Background: an optimization exercise with open tools, aiming at small area, a short achievable clock period and few clock cycles per item. Do not read the settings as production practice. No functional check of the RTL was part of any run shown here. Power figures rest on the tool's default switching activity, not on a simulated workload.

==> design.v <==
module bb_sync (
    input  wire        clk,
    input  wire        rst,           
    input  wire        cmd_valid,
    output wire        cmd_ready,
    input  wire [31:0] cmd_data,
    output wire        kbc_rd,
    output wire        kbc_port,      
    input  wire        kbc_ack,
    input  wire [7:0]  kbc_rdata,
    output wire        rec_valid,
    input  wire        rec_ready,
    output wire [31:0] rec_data
);
    localparam [2:0] K_NOP   = 3'd0;    
    localparam [2:0] K_SUB   = 3'd1;    
    localparam [2:0] K_DRAIN = 3'd2;    
    localparam [2:0] K_BOP   = 3'd3;    
    localparam [2:0] K_GSTEP = 3'd4;
    localparam [2:0] K_GRST  = 3'd5;
    localparam [2:0] K_GCFG  = 3'd6;
    localparam [1:0] R_KEY  = 2'd0;
    localparam [1:0] R_PKT  = 2'd1;
    localparam [1:0] R_DISC = 2'd2;
    reg  [1:0]  sub_r;
    reg         kbd_pending;
    reg  [1:0]  mouse_slot;
    reg  [7:0]  mouse_b0, mouse_b1;
    reg         gs1, gap, gs2, gco;    
    reg  [14:0] x_sum;                 
    reg  [15:0] y_sum;
    reg  [7:0]  gest_xlen, gest_tol;
    reg         g2;                    
    reg         g2_cx, g2_sx;          
    reg         g2_cy, g2_sy;
    reg         cb_v;
    reg  [2:0]  cb_kind;
    reg  [23:0] cb_arg;
    reg         e_rd;          
    reg         e_port;        
    reg         e_wt;          
    reg         e_ch;          
    reg         e_mq;          
    reg  [3:0]  e_cnt;         
    reg  [2:0]  e_code;        
    reg         b_v;
    reg         b_ch;
    reg  [2:0]  b_code;
    reg  [7:0]  b_byte;
    reg         o_v;
    reg  [1:0]  o_kind;
    reg         o_len2;
    reg  [7:0]  o_byte;        
    reg         gd_p;
    assign kbc_rd   = e_rd;
    assign kbc_port = e_port;
    assign rec_valid = o_v | gd_p;
    reg [31:0] rec_w;
    always @(*) begin
        if (!o_v)
            rec_w = 32'h8300_0000;
        else case (o_kind)
            R_KEY:   rec_w = {8'h81, 6'd0, o_len2, ~o_byte[7],
                              o_len2 ? o_byte : 8'h00, o_len2 ? 8'hE0 : o_byte};
            R_PKT:   rec_w = {8'h82, o_byte, mouse_b1, mouse_b0};
            default: rec_w = {8'h84, 14'd0, o_byte[4:3], 5'd0, o_byte[2:0]};
        endcase
    end
    assign rec_data = rec_w;
    wire [7:0]  opc = cmd_data[31:24];
    wire z23_0 = (cmd_data[23:0] == 24'd0);
    wire z23_1 = (cmd_data[23:1] == 23'd0);
    wire z23_8 = (cmd_data[23:8] == 16'd0);
    reg  [2:0]  d_kind;
    reg  [1:0]  d_bch;
    always @(*) begin
        d_kind = K_BOP;
        d_bch  = 2'd2;
        case (opc)
            8'h00: if (z23_0) d_kind = K_NOP;
            8'h01: if (z23_1) d_kind = K_SUB;
            8'h02: if (z23_1) d_kind = K_SUB;
            8'h03: if (z23_8) d_kind = K_DRAIN;
            8'h10: if (z23_0) d_kind = K_DRAIN;
            8'h11: if (z23_8) d_bch = 2'd0;
            8'h20: if (z23_0) d_kind = K_DRAIN;
            8'h21: if (z23_8) d_bch = 2'd1;
            8'h30: if (cmd_data[5:3] == 3'd0) d_kind = K_GSTEP;
            8'h31: if (z23_0) d_kind = K_GRST;
            8'h32: if (cmd_data[23:16] == 8'd0) d_kind = K_GCFG;
            default: ;
        endcase
    end
    reg  [23:0] d_arg;
    always @(*) begin
        d_arg = cmd_data[23:0];
        case (d_kind)
            K_SUB:   d_arg[1] = opc[0];                           
            K_DRAIN: d_arg[2:0] = opc[4] ? 3'b001 : opc[5] ? 3'b010 : {1'b1, cmd_data[1:0]};
            K_BOP:   d_arg[9:8] = d_bch;
            default: ;
        endcase
    end
    wire r_ok   = !o_v && !gd_p && !g2;      
    wire r_b    = b_v && r_ok;               
    wire bfree  = !b_v || r_ok;              
    wire e_idle = !e_rd && !e_wt && !e_mq;
    wire cb_simple = (cb_kind == K_NOP) || (cb_kind == K_SUB);
    wire cb_drain  = (cb_kind == K_DRAIN);
    wire cb_bop    = (cb_kind == K_BOP);
    wire cb_gop    = (cb_kind == K_GSTEP) || (cb_kind == K_GRST) || (cb_kind == K_GCFG);
    wire bop_go = cb_v && cb_bop && e_idle && bfree;
    wire g_op   = cb_v && cb_gop && e_idle && !b_v && r_ok;
    wire cons_reg = cb_v && (cb_simple || (cb_drain && e_idle)) || bop_go || g_op;
    assign cmd_ready = !cb_v || cons_reg;
    wire rd_now    = e_rd && kbc_ack;
    wire st_obf    = kbc_rdata[0];
    wire last_poll = (e_cnt == 4'd9);
    wire fin_now   = rd_now && (e_port || (!st_obf && last_poll));
    wire dk = cb_arg[0] && (!cb_arg[2] || sub_r[0]);
    wire dm = cb_arg[1] && (!cb_arg[2] || sub_r[1]);
    wire take_drain = cb_v && cb_drain && (e_idle || (fin_now && !e_mq));
    wire cons       = cons_reg || take_drain;
    wire r_pkt = r_b && b_ch && (b_code == 3'd0) && (mouse_slot == 2'd2);
    wire g_go  = r_pkt || (g_op && cb_kind == K_GSTEP);
    wire [2:0] g_btn = b_v ? mouse_b0[2:0]          : cb_arg[2:0];
    wire [8:0] g_dx  = b_v ? {mouse_b0[4], mouse_b1} : cb_arg[14:6];
    wire [8:0] g_dy  = b_v ? {mouse_b0[5], b_byte}   : cb_arg[23:15];
    wire        g_lb = g_btn[0];
    wire        g_rb = g_btn[1];
    wire        g_mb = g_btn[2];
    wire        left_only  =  g_lb && !g_rb && !g_mb;
    wire        right_only = !g_lb &&  g_rb && !g_mb;
    wire        released   = !g_lb && !g_rb && !g_mb;
    wire        sx = g_dx[8];
    wire        sy = g_dy[8];
    wire [7:0]  ux = g_dx[7:0] ^ {8{sx}};
    wire [7:0]  uy = g_dy[7:0] ^ {8{sy}};
    wire        ax = {ux, sx} > {gest_tol, 1'b0};
    wire        ay = {uy, sy} > {gest_tol, 1'b0};
    wire        dx_lt = sx && ax;             
    wire        dy_lt = sy && ay;             
    wire        dy_gt = !sy && ay;            
    wire [8:0]  x_lo = {1'b0, x_sum[7:0]} + {1'b0, g_dx[7:0]};
    wire [8:0]  y_lo = {1'b0, y_sum[7:0]} + {1'b0, g_dy[7:0]};
    wire        x_long = (x_sum >= {7'd0, gest_xlen});
    wire [15:0] st_sum = {1'b0, x_sum} + (gs2 ? y_sum : ~y_sum) + {15'd0, !gs2};
    wire        steep  = st_sum[15];
    wire        acc1 = gs1 && left_only  && !(dx_lt || dy_lt);
    wire        acc2 = gs2 && right_only && !(dx_lt || dy_gt);
    wire        acc  = acc1 || acc2;
    wire        gidle  = !gs1 && !gap && !gs2 && !gco;
    wire        ap_ok  = !(g_lb || g_mb || ax || ay);
    wire        n_s1   = (gidle && left_only) || acc1;
    wire        n_ap   = (gs1 && released && x_long && steep) || (gap && ap_ok && !g_rb);
    wire        n_s2   = (gap && ap_ok && g_rb) || acc2;
    wire        g_done = gs2 && released && x_long && steep;
    wire        n_co   = gco || g_done;
    wire [7:0]  x_hi  = {1'b0, x_sum[14:8]} + {7'd0, g2_cx} + {8{g2_sx}};
    wire [7:0]  y_hi  = y_sum[15:8] + {7'd0, g2_cy} + {8{g2_sy}};
    wire        x_keep = !x_hi[7];                
    wire        y_keep = (y_hi[7] == gs2);        
    reg [2:0] v_code;
    always @(*) begin
        if (kbc_rdata[7])                 v_code = 3'd2;    
        else if (kbc_rdata[6])            v_code = 3'd3;    
        else if (kbc_rdata[5] != e_ch)    v_code = 3'd4;    
        else                              v_code = 3'd0;
    end
    always @(posedge clk) begin
        if (rst) begin
            sub_r       <= 2'b00;
            kbd_pending <= 1'b0;
            mouse_slot  <= 2'd0;
            gs1         <= 1'b0;
            gap         <= 1'b0;
            gs2         <= 1'b0;
            gco         <= 1'b0;
            x_sum       <= 15'd0;
            y_sum       <= 16'd0;
            gest_xlen   <= 8'h00;
            gest_tol    <= 8'h00;
            g2          <= 1'b0;
            cb_v        <= 1'b0;
            e_rd        <= 1'b0;
            e_wt        <= 1'b0;
            e_mq        <= 1'b0;
            b_v         <= 1'b0;
            o_v         <= 1'b0;
            gd_p        <= 1'b0;
        end else begin
            if (cmd_valid && cmd_ready) cb_v <= 1'b1;
            else if (cons)              cb_v <= 1'b0;
            if (cb_v && cb_kind == K_SUB) begin
                if (cb_arg[0]) sub_r[1] <= cb_arg[1];
                else           sub_r[0] <= cb_arg[1];
            end
            if (rec_ready) begin
                if (o_v) o_v  <= 1'b0;
                else     gd_p <= 1'b0;
            end
            if (r_b) b_v <= 1'b0;
            if ((rd_now && (e_port || (!st_obf && last_poll))) || bop_go) b_v <= 1'b1;
            if (rd_now) begin
                if (!e_port) begin
                    if (st_obf) begin
                        if (!bfree) begin e_rd <= 1'b0; e_wt <= 1'b1; end
                    end else if (e_cnt == 4'd8 && !bfree) begin
                        e_rd <= 1'b0; e_wt <= 1'b1;
                    end
                end
            end else if (e_wt && bfree) begin
                e_wt <= 1'b0;
                e_rd <= 1'b1;
            end
            if (fin_now) begin
                e_mq <= 1'b0;
                e_rd <= e_mq;
            end
            if (take_drain) begin
                e_mq <= dk && dm;
                e_rd <= dk || dm;
            end
            if (r_b && b_code == 3'd0) begin
                if (!b_ch) begin
                    kbd_pending <= (b_byte == 8'hE0);
                end else begin
                    case (mouse_slot)
                        2'd0: if (b_byte[3]) mouse_slot <= 2'd1;
                        2'd1: mouse_slot <= 2'd2;
                        default: mouse_slot <= 2'd0;
                    endcase
                end
            end
            if (r_b) begin
                if (b_code != 3'd0) o_v <= 1'b1;
                else if (!b_ch)     o_v <= (b_byte != 8'hE0);
                else                o_v <= (mouse_slot == 2'd0) ? !b_byte[3] : (mouse_slot == 2'd2);
            end
            if (g_go) begin
                gs1 <= n_s1;
                gap <= n_ap;
                gs2 <= n_s2;
                gco <= n_co;
                gd_p <= g_done;
                g2  <= acc;
                x_sum[7:0] <= acc ? x_lo[7:0] : 8'd0;
                y_sum[7:0] <= acc ? y_lo[7:0] : 8'd0;
                if (!acc) begin
                    x_sum[14:8] <= 7'd0;
                    y_sum[15:8] <= 8'd0;
                end
            end
            if (g2) begin
                g2 <= 1'b0;
                if (x_keep) x_sum[14:8] <= x_hi[6:0];
                else        x_sum       <= 15'd0;
                if (y_keep) y_sum[15:8] <= y_hi;
                else        y_sum       <= 16'd0;
            end
            if (g_op && cb_kind == K_GRST) begin
                gs1   <= 1'b0;
                gap   <= 1'b0;
                gs2   <= 1'b0;
                gco   <= 1'b0;
                x_sum <= 15'd0;
                y_sum <= 16'd0;
            end
            if (g_op && cb_kind == K_GCFG) begin
                gest_xlen <= cb_arg[7:0];
                gest_tol  <= cb_arg[15:8];
            end
        end
    end
    always @(posedge clk) begin
        if (cmd_valid && cmd_ready) begin
            cb_kind <= d_kind;
            cb_arg  <= d_arg;
        end
        if (rd_now && !e_port) begin
            if (st_obf) begin
                e_code <= v_code;
                e_port <= 1'b1;
            end else begin
                e_cnt <= e_cnt + 4'd1;
            end
        end
        if (fin_now && e_mq) begin
            e_ch   <= 1'b1;
            e_cnt  <= 4'd0;
            e_port <= 1'b0;
        end
        if (take_drain) begin
            e_ch   <= !dk;
            e_cnt  <= 4'd0;
            e_port <= 1'b0;
        end
        if (rd_now && (e_port || (!st_obf && last_poll))) begin
            b_ch   <= e_ch;
            b_code <= e_port ? e_code : 3'd1;
            b_byte <= kbc_rdata;
        end
        if (bop_go) begin
            b_ch   <= cb_arg[8];
            b_code <= cb_arg[9] ? 3'd6 : 3'd0;
            b_byte <= cb_arg[7:0];
        end
        if (r_b) begin
            if (b_code != 3'd0) begin
                o_kind <= R_DISC;
                o_byte <= {3'd0, (b_code == 3'd6) ? 2'd2 : {1'b0, b_ch}, b_code};
            end else if (!b_ch) begin
                o_kind <= R_KEY;
                o_len2 <= kbd_pending;
                o_byte <= b_byte;
            end else if (mouse_slot == 2'd0) begin
                o_kind <= R_DISC;
                o_byte <= {3'd0, 2'd1, 3'd5};
            end else begin
                o_kind <= R_PKT;
                o_byte <= b_byte;
            end
            if (b_code == 3'd0 && b_ch) begin
                if (mouse_slot == 2'd0) mouse_b0 <= b_byte;
                if (mouse_slot == 2'd1) mouse_b1 <= b_byte;
            end
        end
        if (g_go) begin
            g2_cx <= x_lo[8];
            g2_sx <= sx;
            g2_cy <= y_lo[8];
            g2_sy <= sy;
        end
    end
endmodule
==> run.sh <==
#!/bin/bash
# synth_recipe.tcl (not shown) runs the flow's synth.tcl, then flattens the netlist and writes it again
# the make line also repeats each setting of config.mk as NAME=value (left out here)
make -C /OpenROAD-flow-scripts/flow DESIGN_CONFIG=/design/flow/config.mk WORK_HOME=/design/flow/orfs CLKGATE_MAP_FILE= SYNTH_SCRIPT=/design/flow/synth_recipe.tcl finish
==> config.mk <==
export PLATFORM = sky130hd
export DESIGN_NAME = bb_sync
export DESIGN_NICKNAME = bb_sync
export VERILOG_FILES = /design/flow/design.v
export SDC_FILE = /design/flow/constraint.sdc
export NUM_CORES = 4
export LEC_CHECK = 0
export ABC_CLOCK_PERIOD_IN_PS = 2500
export CAP_MARGIN = 20
export CORE_MARGIN = 2
export CORE_UTILIZATION = 40
export SETUP_SLACK_MARGIN = 2.0
export SLEW_MARGIN = 20
==> constraint.sdc <==
create_clock -name core_clock -period 4.5 [get_ports {clk}]
set_input_delay 0.9000 -clock core_clock [delete_from_list [all_inputs] [get_ports {clk}]]
set_output_delay 0.9000 -clock core_clock [all_outputs]
set_load 0.01 [all_outputs]
==> results_dict.tcl, run 1 <==
set metrics [dict create \
    run_status "timing/DRC/antenna clean" \
    holdWs_ns 0.431 \
    layout-drive-gt1-share_pct 30.5 \
    cts_hold_buf 0 \
    regMostFlops "cb_arg" \
    min_period_ns 2.91 \
    rrSetupSlack_ns 1.59 \
    min_path_type "register to register" \
    dp_cells 1255 \
    startpoint_type "register" \
    cp-endpoint "y_sum[10]" \
    yosysTopAreaCellShare_pct 25.0 \
    h-tree-depth 4 \
    vias 7532 \
    die_y_um 153 \
    yosysTopAreaCell "edfxtp_1" \
    critical_path.max_fanout 7 \
    crit_start "b_v" \
    dieArea_um2 23400 \
    ys_seq_elements 143 \
    final_nets 1220 \
    rows 54 \
    area_growth_pct 35.8 \
    synth.distinct_cells 70 \
    gp_congestion 0.887 \
    die_w_um 153 \
    largest_register_ffs 24 \
    ir_drop_uv 290 \
    dp_hpwl_mm 17.2 \
    grt-ovfl-total 0 \
    netlist_instances 926 \
    r2r_cells 13 \
    synth-edff-count 74 \
    place_ws_ns 0.762 \
    crit_type "register to register" \
    cts_tree "yes" \
    grt_pass1_vias 7249 \
    core_area_um2 21800 \
    slew_viol_final 0 \
    via_per_inst 5.41 \
    final_cell_count_no_fill 1391 \
    ctsRootBufferMaster "clkbuf_16" \
    worst_clock_skew_ns 0.0152 \
    arrival_ns 3.24 \
    max_freq_mhz 344 \
    post-route-period-util_pct 64.7 \
    postLayoutSetupSlackWorst_ns 1.59 \
    p_leak_nw 4.83 \
    cts-buffers-inserted 17 \
    cellPowerDensity_nw_per_um2 259 \
    grt_max_degree 24 \
    drv_cap 0 \
    clk_pin_slew_ns 0.07 \
    diodes 0 \
    drc 0 \
    start_util_pct 40.7 \
    synth_flop_cell "edfxtp_1" \
    grt_pass1_wl_mm 39.1 \
    cp-end-kind "register" \
    drt-initial-drc-count 502 \
    ys.warnings.count 1 \
    grt_usage_pct 21.1 \
    tns_ns 0 \
    worst_pin_slew_ns 0.607 \
    syn_avg_cell_area_um2 9.59 \
    wl_per_cell_um 18.4 \
    drtAntennaViolNets 0 \
    r2r-end "y_sum[10]" \
    largestRegisters "cb_arg x24, y_sum x16, x_sum x15" \
    clk_path_buf_depth 2 \
    insertion_delay_ns 0.43 \
    rr_startpoint "b_v" \
    io_pins 81 \
    rsz0062_at_grt "yes" \
    cp.required_ns 4.83 \
    cts.sinks 143 \
    yosysSeqAreaShare_pct 40.6 \
    port_buffers 75 \
    setup-violations-final 0 \
    antenna_found_initial 0 \
    synth_area_leaders "edfxtp_1 (25%), dfxtp_1 (16%), ha_1 (9.9%)" \
    post_synth_instance_area_um2 8880 \
    max_slew_margin_pct 59.4 \
    async_reset_ff_share_pct 0 \
    hold_viol_final 0 \
    drtPass1Iterations 5 \
    wirelength_mm 25.6 \
]
[synth_stat cells (7+ instances only)]
| cell type | count |
|---|---|
| mux2i_1 | 19 |
| nand4_1 | 9 |
| inv_1 | 46 |
| a21oi_1 | 79 |
| dfxtp_1 | 69 |
| and3_1 | 10 |
| nor2_1 | 93 |
| edfxtp_1 | 74 |
| a21o_1 | 19 |
| xor2_1 | 15 |
| o2bb2ai_1 | 7 |
| mux2_2 | 27 |
| clkbuf_1 | 23 |
| nand2b_1 | 19 |
| nand2_1 | 60 |
| nor4_1 | 8 |
| xnor2_1 | 43 |
| o21a_1 | 7 |
| o21ai_0 | 27 |
| nor2b_1 | 19 |
| a22o_1 | 7 |
| ha_1 | 70 |
| or4_1 | 7 |
| nor3_1 | 21 |
| nand3_1 | 28 |
| o211ai_1 | 9 |
[cell families after synthesis]
group / after synthesis / synth area share [%]
simple gates: 310 / 17.5
flops: 143 / 40.6
other cells: 2 / 0.0846
xor+xnor: 59 / 5.98
buf+inv: 85 / 4.00
fa+ha+maj: 76 / 11.2
compound gates: 202 / 14.6
mux: 49 / 6.10
[critical path, cell delays in order (launching register included)]
cell and delay [ns]:
dfxtp_4 0.37, buf_12 0.13, buf_4 0.12, buf_6 0.13, mux2_4 0.33, xnor2_2 0.14, ha_1 0.33, nand4_1 0.13
a21o_1 0.20, a21oi_2 0.20, a211oi_2 0.06, buf_6 0.18, o21a_2 0.26, a22o_1 0.21
[how the worst min path moves through the flow]
stage | to | depth (start not counted) | from | slack, ns
CTS | o_len2 | 0 | kbd_pending | 0.44
global placement | o_len2 | 0 | kbd_pending | 0.42
floorplan | o_len2 | 0 | kbd_pending | 0.41
finish | o_len2 | 0 | kbd_pending | 0.43
global route | o_len2 | 0 | kbd_pending | 0.45
detailed placement | o_len2 | 0 | kbd_pending | 0.42
[layer usage]
layer,part of all wire (%),routed length [µm],vias up,global-route usage (%)
met5,0,0,-,0
met4,2.0,501,0,6.26
met3,4.6,1180,35,3.94
met2,48,12200,242,34.8
met1,46,11700,3559,28.4
li1,-,-,3696,-
[per-stage QoR]
step | cell area (µm²) | utilization [%] | power [mW]
3_3_place_gp | 10000 | 45.9 | 1.77
3_5_place_dp | 10000 | 45.9 | 1.77
5_1_grt | 12100 | 55.2 | 3.23
2_1_floorplan | 9060 | - | 1.65
4_1_cts | 11400 | 52.1 | 3.10
6_report | 12100 | 55.2 | 3.12
[report_power, final]
part	internal (mW)	switching [mW]	leakage (nW)	total (mW)
Combinational	0.189	0.189	3.32	0.378
Clock	0.710	0.595	0.261	1.30
Sequential	1.40	0.0375	1.25	1.44
Total	2.30	0.821	4.83	3.12
[final cells by class]
class,count,area (µm²)
clock buffer,17,425
multi-input combinational,703,5600
inverter,46,176
fill,1902,9770
clock inverter,14,109
sequential,143,3620
tap,280,350
timing repair buffer,188,1780
[cells in the final DEF (no fill, tap or decap), types with 18 or more instances in the layout]
| cell type | count |
|---|---|
| xnor2_1 | 41 |
| buf_2 | 24 |
| ha_1 | 66 |
| mux2i_1 | 19 |
| nor2_1 | 79 |
| a21oi_1 | 50 |
| o21ai_0 | 18 |
| dfxtp_1 | 63 |
| a21oi_2 | 29 |
| mux2_2 | 19 |
| a21o_1 | 18 |
| buf_6 | 37 |
| buf_4 | 67 |
| nand2_1 | 53 |
| inv_1 | 45 |
| edfxtp_1 | 74 |
| nand3_1 | 18 |
| clkdlybuf4s50_1 | 22 |
[what timing repair did]
item,in CTS,in global routing
pin swaps,47,55
setup endpoints to repair,145,105
hold endpoints to repair,0,0
resized for setup,212,133
cloned,7,0
buffers inserted,60,38
==> run 2, diff against run 1 <==
--- a/config.mk
+++ b/config.mk
@@ -6,8 +6,6 @@
 export NUM_CORES = 4
 export LEC_CHECK = 0
-export ABC_CLOCK_PERIOD_IN_PS = 2500
 export CAP_MARGIN = 20
 export CORE_MARGIN = 2
 export CORE_UTILIZATION = 40
-export SETUP_SLACK_MARGIN = 2.0
 export SLEW_MARGIN = 20
==> run 2 against run 1 <==
  * Clock-buffer cell count stayed put
  * Largest power group unchanged
  * Via count fell by 7.2%
  * Register-to-register slack lost 0.57 ns
  * Critical path depth fell by 6
  * Synthesized cell count is the same
  * Non-clock buffer count shrank 101
  * Core utilization decreased by 7.1 points
  * Still clean on timing, DRC and antenna
==> results_dict.tcl, run 2 <==
set metrics [dict create \
    area_growth_pct 18.4 \
    async_reset_ff_share_pct 0 \
    mostFrequentLayoutCells "nor2_1 (93), a21oi_1 (79), clkdlybuf4s50_1 (75)" \
    grt_pass1_wl_mm 35.3 \
    holdWs_ns 0.431 \
    die_y_um 153 \
    startpoint_type "register" \
    io_pins 81 \
    max_slew_margin_pct 35.6 \
    cts_tree "yes" \
    die_w_um 153 \
    drtAntennaViolNets 0 \
    yosysSeqAreaShare_pct 40.6 \
    r2r_cells 11 \
    cp-endpoint "cmd_ready" \
    rows 54 \
    worst_pin_slew_ns 0.967 \
    crit_type "register to output port" \
    slew_viol_final 0 \
    synth_flop_cell "edfxtp_1" \
    post_cts_resized 0 \
    clk_path_buf_depth 2 \
    clk_pin_slew_ns 0.07 \
    ir_drop_uv 244 \
    syn_avg_cell_area_um2 9.59 \
    gp_congestion 0.877 \
    drc 0 \
    synth.distinct_cells 70 \
    cp.required_ns 3.60 \
    final_nets 1117 \
    diodes 0 \
    min_path_type "register to register" \
    grt_pass1_vias 6475 \
    start_util_pct 40.7 \
    hold_viol_final 0 \
    dp_cells 1257 \
    drt-initial-drc-count 484 \
    yosysMostFrequentCell "nor2_1" \
    synth-edff-count 74 \
    antenna_found_initial 0 \
    cellPowerDensity_nw_per_um2 300 \
    cts_hold_buf 0 \
    rrSetupSlack_ns 1.02 \
    placed_area_um2 9910 \
    design_area_um2 10500 \
    port_buffers 75 \
    p_leak_nw 3.94 \
    largest_register_ffs 24 \
    dp_hpwl_mm 16.9 \
    drv_cap 0 \
    yosysTopAreaCellShare_pct 25.0 \
    grt_max_degree 39 \
    regMostFlops "cb_arg" \
    yosysTopAreaCell "edfxtp_1" \
    crit_start "o_v" \
    ys_top_cells_by_count "nor2_1 (93), a21oi_1 (79), edfxtp_1 (74), ha_1 (70), dfxtp_1 (69)" \
    tns_ns 0 \
    grt_usage_pct 19.1 \
    core_area_um2 21800 \
    wl_per_cell_um 17.0 \
    setup-violations-final 0 \
    post-route-period-util_pct 82.5 \
    insertion_delay_ns 0.43 \
    vias 6988 \
    cts.sinks 143 \
    final_cell_count_no_fill 1289 \
    min_period_ns 3.71 \
    drtPass1Iterations 5 \
    run_status "timing/DRC/antenna clean" \
    cp-end-kind "output port" \
    r2r-end "y_sum[9]" \
    arrival_ns 2.81 \
    post_cts_buffers 0 \
    ctsRootBufferMaster "clkbuf_16" \
    synth_area_leaders "edfxtp_1 (25%), dfxtp_1 (16%), ha_1 (9.9%)" \
    cts-buffers-inserted 17 \
    ys.warnings.count 1 \
    grt-ovfl-total 0 \
    dieArea_um2 23400 \
    place_ws_ns 0.816 \
    postLayoutSetupSlackWorst_ns 0.787 \
    multi_input_area_um2 4950 \
    rr_startpoint "b_v" \
    critical_path.max_fanout 15 \
    rsz0062_at_grt "no" \
    worst_clock_skew_ns 0.00954 \
    h-tree-depth 4 \
    n_fill_cell 2029 \
    max_freq_mhz 269 \
    seq_area_um2 3600 \
    ys_seq_elements 143 \
    largestRegisters "cb_arg x24, y_sum x16, x_sum x15" \
    via_per_inst 5.42 \
    final_common_cell "nor2_1" \
    layout-drive-gt1-share_pct 8.52 \
    post_synth_instance_area_um2 8880 \
    netlist_instances 926 \
    wirelength_mm 21.9 \
]
[run 2: cell counts after synthesis]
Identical to the previous run, type by type.
[run 2: routing by layer]
layer	share of wire, %	GRT usage [%]	wire, µm	vias up
met5	0	0	0	-
met4	1.2	5.16	274	0
met3	5.2	3.15	1140	19
met2	46	30.1	10100	196
met1	48	27.3	10500	3278
li1	-	-	-	3495
[run 2: area by class of cell]
cell class                 instances  area share [%]
inverter                          46            1.64
multi-input combinational        701            47.1
clock inverter                    15            1.62
timing repair buffer              87            8.00
sequential                       143            34.3
tap                              280            3.33
clock buffer                      17            4.05
[run 2: stage by stage]
step           util [%]  power [mW]
2_1_floorplan         -        1.64
3_3_place_gp       45.4        1.75
3_5_place_dp       45.4        1.76
4_1_cts            48.1        3.17
5_1_grt            48.2        3.26
6_report           48.2        3.15
[run 2: critical path, cell delays in order, from the launching register on]
cell             delay [ns]
dfxtp_1                0.59
nor3_1                 0.17
nor2b_1                0.30
nor4_2                 0.09
buf_4                  0.20
nor3_1                 0.47
inv_1                  0.08
clkdlybuf4s50_1        0.49
[run 2: kinds of logic (layout without fill, tap and decap cells)]
kind of cell | after synthesis | in the layout | synth area share (%)
adders and majority gates | 76 | 76 | 11.2
muxes | 49 | 49 | 6.10
buffers and inverters | 85 | 165 | 4.00
and+or+nand+nor | 310 | 310 | 17.5
other | 2 | 5 | 0.0846
AOI/OAI and AO/OA | 202 | 202 | 14.6
DFF | 143 | 143 | 40.6
xor gates and xnor gates | 59 | 59 | 5.98
[run 2: how the worst min path moves through the flow]
stage,from,to,cells past startpoint
final,kbd_pending,o_len2,0
after global routing,kbd_pending,o_len2,0
after CTS,kbd_pending,o_len2,0
after detailed placement,kbd_pending,o_len2,0
after global placement,kbd_pending,o_len2,0
after floorplan,kbd_pending,o_len2,0
[run 2: power by group]
part	internal (mW)	switching (mW)	leakage, nW	total (mW)
combinational	0.143	0.149	2.41	0.292
clock	0.791	0.629	0.291	1.42
sequential	1.40	0.0398	1.24	1.44

[separate check: timing with driven ports]
The flow's constraints put no driver on any port. The routed layouts listed below were extracted and timed again, unchanged, in two steps. Step 1: set_driving_cell puts a clkbuf_16 on clk and a buf_2 on each other input, an assumption about the parent block. Step 2 adds t to the input delays and takes it off the output delays; t is the mean of the earliest and latest rising clock arrival at the registers after step 1. Input paths then give back, and output paths get back, about the clock's delay inside the block. Three values: ideal ports, drivers, drivers and shift; two values: the first two.
run | shift t [ns] | slack for setup (ns) | hold WS [ns] | worst setup path after step 2 | pins driven straight from the clock port
run 1 | 0.474 | 1.589 / 1.589 / 1.328 | 0.431 / 0.431 / 0.431 | input to register | 1
run 2 | 0.471 | 0.787 / 0.741 / 0.819 | 0.431 / 0.431 / 0.431 | input to register | 1
After both steps setup and hold are still met in every run listed. The setup slack of run 1, which loses most, moves by 0.000 ns with the drivers and by -0.261 ns with both steps.
